Context: an optimization exercise on an open-source flow, tuned for small area, a short achievable clock period and few clock cycles per item. The choices shown serve that exercise and are no tape-out recipe. Function was checked by simulation only, so behaviour that the tests miss may differ from the original. No activity file was given, so power comes from the tool's default toggle rates.

`flow/config.mk`:
```
export PLATFORM = sky130hd
export DESIGN_NAME = lamp_ctrl
export DESIGN_NICKNAME = lamp_ctrl
export VERILOG_FILES = /design/flow/design.v
export SDC_FILE = /design/flow/constraint.sdc
export NUM_CORES = 4
export LEC_CHECK = 0
export CAP_MARGIN = 20
export CORE_MARGIN = 2
export CORE_UTILIZATION = 40
export SLEW_MARGIN = 20
```
`flow/constraint.sdc`:
```
create_clock -name core_clock -period 12.0 [get_ports {clk}]
set_input_delay 2.4000 -clock core_clock [delete_from_list [all_inputs] [get_ports {clk}]]
set_output_delay 2.4000 -clock core_clock [all_outputs]
set_load 0.01 [all_outputs]
```
`flow/design.v`:
```
module lamp_div (
    input  wire        clk,
    input  wire        rst,
    input  wire        start,
    input  wire [31:0] dividend,
    input  wire [15:0] divisor,
    output reg         done,
    output reg  [31:0] quotient,
    output reg  [15:0] remainder
);
    reg        busy;
    reg [5:0]  count;
    reg [31:0] dvd;
    reg [15:0] dvs;
    reg [16:0] rem;
    wire [16:0] rem_shift = {rem[15:0], dvd[31]};
    wire        ge        = rem_shift >= {1'b0, dvs};
    wire [16:0] rem_next  = ge ? rem_shift - {1'b0, dvs} : rem_shift;
    always @(posedge clk) begin
        if (rst) begin
            busy      <= 1'b0;
            done      <= 1'b0;
            count     <= 6'd0;
            dvd       <= 32'd0;
            dvs       <= 16'd0;
            rem       <= 17'd0;
            quotient  <= 32'd0;
            remainder <= 16'd0;
        end else begin
            done <= 1'b0;
            if (start && !busy) begin
                busy     <= 1'b1;
                count    <= 6'd0;
                dvd      <= dividend;
                dvs      <= divisor;
                rem      <= 17'd0;
                quotient <= 32'd0;
            end else if (busy) begin
                rem      <= rem_next;
                dvd      <= {dvd[30:0], 1'b0};
                quotient <= {quotient[30:0], ge};
                count    <= count + 6'd1;
                if (count == 6'd31) begin
                    busy      <= 1'b0;
                    done      <= 1'b1;
                    remainder <= rem_next[15:0];
                end
            end
        end
    end
endmodule
module lamp_ctrl (
    input  wire        clk,
    input  wire        rst,
    input  wire        cmd_valid,
    output wire        cmd_ready,
    input  wire [3:0]  cmd_op,
    input  wire [7:0]  cmd_a,
    input  wire [7:0]  cmd_b,
    input  wire [7:0]  cmd_c,
    input  wire [15:0] cmd_m,
    input  wire [31:0] cmd_t,
    output reg         rsp_valid,
    output reg  [15:0] rsp_data
);
    localparam NBANK        = 8;
    localparam NLAMP        = 64;
    localparam FLASH_UNIT   = 50;
    localparam FLASH_MIN    = 1;
    localparam FLASH_MAX    = 250;
    localparam FLASH_ALL_P  = 10;
    localparam DIM1_RESET   = 2;
    localparam DIM2_RESET   = 3;
    localparam OP_SET_LAMP   = 4'd0;
    localparam OP_READ_STATE = 4'd1;
    localparam OP_READ_DIM   = 4'd2;
    localparam OP_READ_FLASH = 4'd3;
    localparam OP_OFF_ALL    = 4'd4;
    localparam OP_FLASH_ALL  = 4'd5;
    localparam OP_SET_DIV    = 4'd6;
    localparam OP_APPLY      = 4'd7;
    localparam OP_STROBE     = 4'd8;
    localparam OP_LOAD_CYCLE = 4'd9;
    localparam S_IDLE      = 3'd0;
    localparam S_STB_DIV1  = 3'd1;
    localparam S_STB_DIV2  = 3'd2;
    localparam S_STB_OUT   = 3'd3;
    localparam S_FL_NEXT   = 3'd4;
    localparam S_FL_WAIT   = 3'd5;
    reg [7:0]  lamp_state [0:NBANK-1];    
    reg [7:0]  lamp_dim1  [0:NBANK-1];
    reg [7:0]  lamp_dim2  [0:NBANK-1];
    reg [7:0]  flash_p    [0:NLAMP-1];    
    reg [7:0]  dim_div1;
    reg [7:0]  dim_div2;
    reg [2:0]  lamp_bank;
    reg [31:0] lamp_cycle;
    reg [2:0]  state;
    reg [31:0] cur_t;
    reg [6:0]  lamp_idx;
    reg [15:0] rem1;
    reg         div_start;
    reg  [31:0] div_dividend;
    reg  [15:0] div_divisor;
    wire        div_done;
    wire [31:0] div_quot;
    wire [15:0] div_rem;
    lamp_div u_div (
        .clk       (clk),
        .rst       (rst),
        .start     (div_start),
        .dividend  (div_dividend),
        .divisor   (div_divisor),
        .done      (div_done),
        .quotient  (div_quot),
        .remainder (div_rem)
    );
    assign cmd_ready = (state == S_IDLE);
    wire   accept    = cmd_valid && cmd_ready;
    wire [15:0] ms_units = cmd_m / FLASH_UNIT;
    reg  [7:0]  flash_units;
    always @(*) begin
        if (cmd_m == 16'd0)
            flash_units = 8'd0;
        else if (ms_units < FLASH_MIN)
            flash_units = FLASH_MIN;
        else if (ms_units > FLASH_MAX)
            flash_units = FLASH_MAX;
        else
            flash_units = ms_units[7:0];
    end
    wire [2:0] id_bank = cmd_a[5:3];
    wire [2:0] id_bit  = cmd_a[2:0];
    wire       id_ok   = (cmd_a < NLAMP);
    wire [7:0] cur_p = flash_p[lamp_idx[5:0]];
    integer i;
    always @(posedge clk) begin
        if (rst) begin
            for (i = 0; i < NBANK; i = i + 1) begin
                lamp_state[i] <= 8'hFF;
                lamp_dim1[i]  <= 8'h00;
                lamp_dim2[i]  <= 8'h00;
            end
            for (i = 0; i < NLAMP; i = i + 1)
                flash_p[i] <= 8'd0;
            dim_div1     <= DIM1_RESET;
            dim_div2     <= DIM2_RESET;
            lamp_bank    <= 3'd0;
            lamp_cycle   <= 32'd0;
            state        <= S_IDLE;
            cur_t        <= 32'd0;
            lamp_idx     <= 7'd0;
            rem1         <= 16'd0;
            div_start    <= 1'b0;
            div_dividend <= 32'd0;
            div_divisor  <= 16'd1;
            rsp_valid    <= 1'b0;
            rsp_data     <= 16'd0;
        end else begin
            rsp_valid <= 1'b0;
            div_start <= 1'b0;
            case (state)
            S_IDLE: begin
                if (accept) begin
                    rsp_data <= 16'd0;
                    case (cmd_op)
                    OP_SET_LAMP: begin
                        if (id_ok && cmd_c <= 8'd2) begin
                            lamp_state[id_bank][id_bit] <= (cmd_b == 8'd0);
                            lamp_dim1[id_bank][id_bit]  <= (cmd_c == 8'd1);
                            lamp_dim2[id_bank][id_bit]  <= (cmd_c == 8'd2);
                            flash_p[cmd_a[5:0]]         <= flash_units;
                        end
                        rsp_valid <= 1'b1;
                    end
                    OP_READ_STATE: begin
                        if (id_ok)
                            rsp_data <= {15'd0, ~lamp_state[id_bank][id_bit]};
                        rsp_valid <= 1'b1;
                    end
                    OP_READ_DIM: begin
                        if (id_ok)
                            rsp_data <= {14'd0, lamp_dim2[id_bank][id_bit],
                                         lamp_dim1[id_bank][id_bit]};
                        rsp_valid <= 1'b1;
                    end
                    OP_READ_FLASH: begin
                        if (id_ok)
                            rsp_data <= {8'd0, flash_p[cmd_a[5:0]]};
                        rsp_valid <= 1'b1;
                    end
                    OP_OFF_ALL: begin
                        for (i = 0; i < NBANK; i = i + 1) begin
                            lamp_state[i] <= 8'hFF;
                            lamp_dim1[i]  <= 8'h00;
                            lamp_dim2[i]  <= 8'h00;
                        end
                        for (i = 0; i < NLAMP; i = i + 1)
                            flash_p[i] <= 8'd0;
                        rsp_valid <= 1'b1;
                    end
                    OP_FLASH_ALL: begin
                        for (i = 0; i < NBANK; i = i + 1) begin
                            lamp_dim1[i] <= 8'h00;
                            lamp_dim2[i] <= 8'h00;
                        end
                        for (i = 0; i < NLAMP; i = i + 1)
                            flash_p[i] <= FLASH_ALL_P;
                        cur_t    <= cmd_t;
                        lamp_idx <= 7'd0;
                        state    <= S_FL_NEXT;
                    end
                    OP_SET_DIV: begin
                        if (cmd_a != 8'd0 && cmd_b != 8'd0) begin
                            dim_div1 <= cmd_a;
                            dim_div2 <= cmd_b;
                        end
                        rsp_valid <= 1'b1;
                    end
                    OP_APPLY: begin
                        cur_t    <= cmd_t;
                        lamp_idx <= 7'd0;
                        state    <= S_FL_NEXT;
                    end
                    OP_STROBE: begin
                        div_start    <= 1'b1;
                        div_dividend <= lamp_cycle;
                        div_divisor  <= {8'd0, dim_div1};
                        state        <= S_STB_DIV1;
                    end
                    OP_LOAD_CYCLE: begin
                        lamp_cycle <= cmd_t;
                        lamp_bank  <= 3'd0;
                        rsp_valid  <= 1'b1;
                    end
                    default: begin
                        rsp_valid <= 1'b1;
                    end
                    endcase
                end
            end
            S_STB_DIV1: begin
                if (div_done) begin
                    rem1         <= div_rem;
                    div_start    <= 1'b1;
                    div_dividend <= lamp_cycle;
                    div_divisor  <= {8'd0, dim_div2};
                    state        <= S_STB_DIV2;
                end
            end
            S_STB_DIV2: begin
                if (div_done)
                    state <= S_STB_OUT;
            end
            S_STB_OUT: begin
                rsp_data <= {5'd0, lamp_bank,
                             lamp_state[lamp_bank]
                             | ((rem1 != 16'd0)    ? lamp_dim1[lamp_bank] : 8'h00)
                             | ((div_rem != 16'd0) ? lamp_dim2[lamp_bank] : 8'h00)};
                rsp_valid <= 1'b1;
                if (lamp_bank == NBANK - 1) begin
                    lamp_bank  <= 3'd0;
                    lamp_cycle <= lamp_cycle + 32'd1;
                end else begin
                    lamp_bank <= lamp_bank + 3'd1;
                end
                state <= S_IDLE;
            end
            S_FL_NEXT: begin
                if (lamp_idx == NLAMP) begin
                    rsp_data  <= 16'd0;
                    rsp_valid <= 1'b1;
                    state     <= S_IDLE;
                end else if (cur_p == 8'd0) begin
                    lamp_idx <= lamp_idx + 7'd1;
                end else begin
                    div_start    <= 1'b1;
                    div_dividend <= cur_t;
                    div_divisor  <= cur_p * FLASH_UNIT;
                    state        <= S_FL_WAIT;
                end
            end
            S_FL_WAIT: begin
                if (div_done) begin
                    lamp_state[lamp_idx[5:3]][lamp_idx[2:0]] <= ~div_quot[0];
                    lamp_idx <= lamp_idx + 7'd1;
                    state    <= S_FL_NEXT;
                end
            end
            default: state <= S_IDLE;
            endcase
        end
    end
endmodule
```
`flow/run.sh`:
```
#!/bin/bash
# synth_recipe.tcl (not shown) runs the flow's synth.tcl, then flattens the netlist and writes it again
# the make line also repeats each setting of config.mk as NAME=value (left out here)
make -C /OpenROAD-flow-scripts/flow DESIGN_CONFIG=/design/flow/config.mk WORK_HOME=/design/flow/orfs CLKGATE_MAP_FILE= SYNTH_SCRIPT=/design/flow/synth_recipe.tcl finish
```
==> results.txt <==
[path summary, 6_finish.rpt]
kind | start | slack, ps | cells past startpoint | to
worst max-delay path | cmd_m[11] | 1250 | 29 | flash_p[3][0]
worst max register to register | flop | 5760 | 21 | div_divisor[13]
worst min-delay path | div_divisor[8] | 450 | 2 | u_div.dvs[8]
worst min register to register | div_divisor[8] | 450 | 2 | u_div.dvs[8]
[flip-flops by register name (all words and copies together), names as in the netlist, 8 cells and up, named ones only]
name,count
lamp_state,64
cur_t,32
rem1,16
lamp_dim2,64
flash_p,512
u_div.remainder,16
div_divisor,14
dim_div2,8
lamp_cycle,32
lamp_dim1,64
dim_div1,8
div_dividend,32
u_div.dvd,32
u_div.dvs,14
rsp_data,11
u_div.rem,16
[synthesized netlist by cell type, drive strengths merged, types with 20 or more instances]
cell,instances
nor2,780
edfxtp,704
nand2,506
mux4,351
clkbuf,344
a21oi,335
o21ai,300
dfxtp,264
mux2i,113
a211oi,110
buf,95
a22oi,90
ha,57
inv,57
nand3,49
nor3,41
a21o,31
and3,31
nand4,30
xnor2,30
nand2b,24
a221oi,23
and2,23
nor4,20
[worst register-to-register path: stages (launching register included)]
cell and delay [ps]:
dfxtp_4 700, buf_4 770, mux4_2 700, mux4_2 590
mux4_2 540, inv_1 110, ha_1 240, ha_1 280
inv_1 50, fa_1 500, inv_1 40, ha_1 320
nor2b_1 140, o21ai_0 140, nand2b_1 100, a21oi_1 160
o21bai_1 100, a21o_1 180, a21oi_1 170, xnor2_1 90
a22oi_1 150, nor2_1 50
[metal layers]
| layer | global-route usage | vias to the layer above | wire length (microns) |
|---|---|---|---|
| li1 | - | 17250 | - |
| met3 | 0.04890 | 404 | 14760 |
| met2 | 0.3945 | 1854 | 77210 |
| met5 | 0 | - | 45 |
| met4 | 0.1207 | 8 | 8978 |
| met1 | 0.3226 | 19450 | 64410 |
[power breakdown]
group | switching [mW] | leakage, nW | internal (mW) | total [mW]
Combinational | 1.18 | 8.77 | 0.689 | 1.87
Sequential | 0.0768 | 9.24 | 3.71 | 3.78
Clock | 1.41 | 1.69 | 1.88 | 3.29
Total | 2.67 | 19.7 | 6.27 | 8.94
[cell usage in the layout, fill, tap and decap left out, types with 20 or more instances in the layout]
cell and instances:
nor2_1 772, edfxtp_1 704, nand2_1 504, mux4_2 351, a21oi_1 333, o21ai_0 289, dfxtp_1 257, mux2i_1 112
a211oi_1 107, clkbuf_16 105, a22oi_1 90, clkdlybuf4s50_1 85, buf_4 80, ha_1 57, inv_1 56, nand3_1 49
nor3_1 37, a21o_1 30, xnor2_1 30, nand4_1 30, and3_1 29, nand2b_1 24, clkbuf_1 23, a221oi_1 22
clkinv_2 20
[logic make-up (layout without fill, tap and decap cells)]
kind of cell | after synthesis | after routing | share of synthesized area
compound gates | 1049 | 1049 | 0.1251
flops | 968 | 968 | 0.5087
mux | 481 | 481 | 0.1779
buf+inv | 497 | 429 | 0.03707
xor+xnor | 43 | 43 | 0.007250
other cells | 1 | 8 | 0.00007219
fa+ha+maj | 68 | 68 | 0.01664
simple gates | 1578 | 1578 | 0.1273
[area by class of cell]
| cell class | count | area [sq um] |
|---|---|---|
| fillers | 12000 | 71480 |
| flip-flops and latches | 968 | 26440 |
| multi-input cells | 3224 | 23730 |
| clock buffers | 136 | 2818 |
| well taps | 1742 | 2180 |
| repair buffers | 177 | 1647 |
| clock inverters | 58 | 635.6 |
| inverters | 58 | 217.7 |
| diodes | 3 | 7.507 |
==> flow_metrics.tcl <==
set metrics [dict create \
    num_vias 38960 \
    relSlewSlack 0.2294 \
    fin_crit_ps 10750 \
    dr.pass1.iters 6 \
    synthFlopType "edfxtp_1" \
    seq_area_frac_synth 0.5087 \
    grt_max_degree 170 \
    drt_iter0_drc 4676 \
    hold_violations 0 \
    post-route-drc-count 0 \
    netlist_top_cells_area "edfxtp_1 41%, mux4_2 15%, dfxtp_1 10%" \
    final-setup-viol-count 0 \
    p_leak_nw 19.70 \
    postSynthAreaPerCell_sq_um 11.09 \
    viasPerCell 6.120 \
    gp_congestion 0.9064 \
    ant_nets 0 \
    clock_insertion_delay_worst_skew_ps 740 \
    grt-ovfl-total 0 \
    powerDensity_nw_per_um2 155.0 \
    rsz0062_at_grt "no" \
    placed_area_sq_um 54170 \
    fin_skew_ps 56.28 \
    netlist_instances 4685 \
    clkTransAtPathRegs_ps 60 \
    critPathTopFamily "compound AO/OA/AOI/OAI gates" \
    worst_slew_pin_slew_ps 1156 \
    synth_cell_types 97 \
    slowest_delay_ps 580 \
    drive_above_1_share 0.1456 \
    cts_resized 0 \
    grt_pass1_vias 37510 \
    start_kind "input pin" \
    antenna_found_initial 6 \
    utilization 0.4465 \
    final.setup.tns_ps 0 \
    coreArea_sq_um 129200 \
    wirelength_mm 165.4 \
    cp-end-kind "flop" \
    p_total_mw 8.941 \
    ir_worst_vdd_uv 224.5 \
    yosys_warnings 2 \
    hold_buffers 0 \
    netlist.area_leader.share 0.4070 \
    syn_area_sq_um 51950 \
    hold_path.class "reg2reg" \
    root_buffer "clkbuf_16" \
    nNetsFinal 4673 \
    die_w_microns 364.4 \
    io_pins 97 \
    outcome "finished clean" \
    setup_ws_ps 1253 \
    synth-edff-count 704 \
    grt_pass1_wl_mm 246.0 \
    clock_path_buffers 3 \
    slew_viol_final 0 \
    dpl.cell_count 6168 \
    dp.final_hpwl_mm 110.7 \
    path_buf_inv 2 \
    cts_tree "done" \
    dpl_worst_slack_ps 682.6 \
    grt_use_total 0.2471 \
    path_class "in2reg" \
    ys_ff_latch 968 \
    die_area_sq_um 132800 \
    crit_path_max_fanout 64 \
    io_buffers 91 \
    slowest_stage "clkdlybuf4s50_1" \
    drv_cap 0 \
    cts_buffers 104 \
    wl_per_cell_microns 25.98 \
    die_h_microns 364.4 \
    initial_utilization 0.4022 \
    finalCritPeriodShare 0.8956 \
    finalInstanceArea_sq_um 57670 \
    syn2layout_area_growth_pct 11.02 \
    synth_top_area_cell "edfxtp_1" \
    cp.arrival_ps 11160 \
    critPathRequiredTime_ps 12420 \
    synthArstFlopShare 0 \
    fmax_ghz 0.09305 \
    cts_setup_buffers 0 \
    whs_ps 446.0 \
    cts_htree_levels 3 \
    rows 132 \
    instances_no_fill 6366 \
    clkSinkCount 968 \
]
Testbench counts, summed over its fixed seeds: cycles 678,105, items 3,200.

==> what the ideal ports hide <==
How much do the figures lean on ideal ports? The routed layout below was timed once more, with nothing changed but the port constraints.
Step 1, drivers: a clkbuf_16 drives clk and a buf_2 each remaining input, both assumed.
Step 2 also shifts input and output timing later by t, the mid clock arrival at the registers, as if the neighbouring blocks saw the same clock.
Three values: ideal, step 1, step 2; two values: the first two.
t (ns): 0.795
slack for setup (ns): 1.253 / 1.293 / 0.498
latest minus earliest clock arrival (ns): 0.066 / 0.065
After both steps setup and hold are still met in this run. For this run, drivers alone change the setup slack by +0.040 ns; drivers and shift together by -0.755 ns.
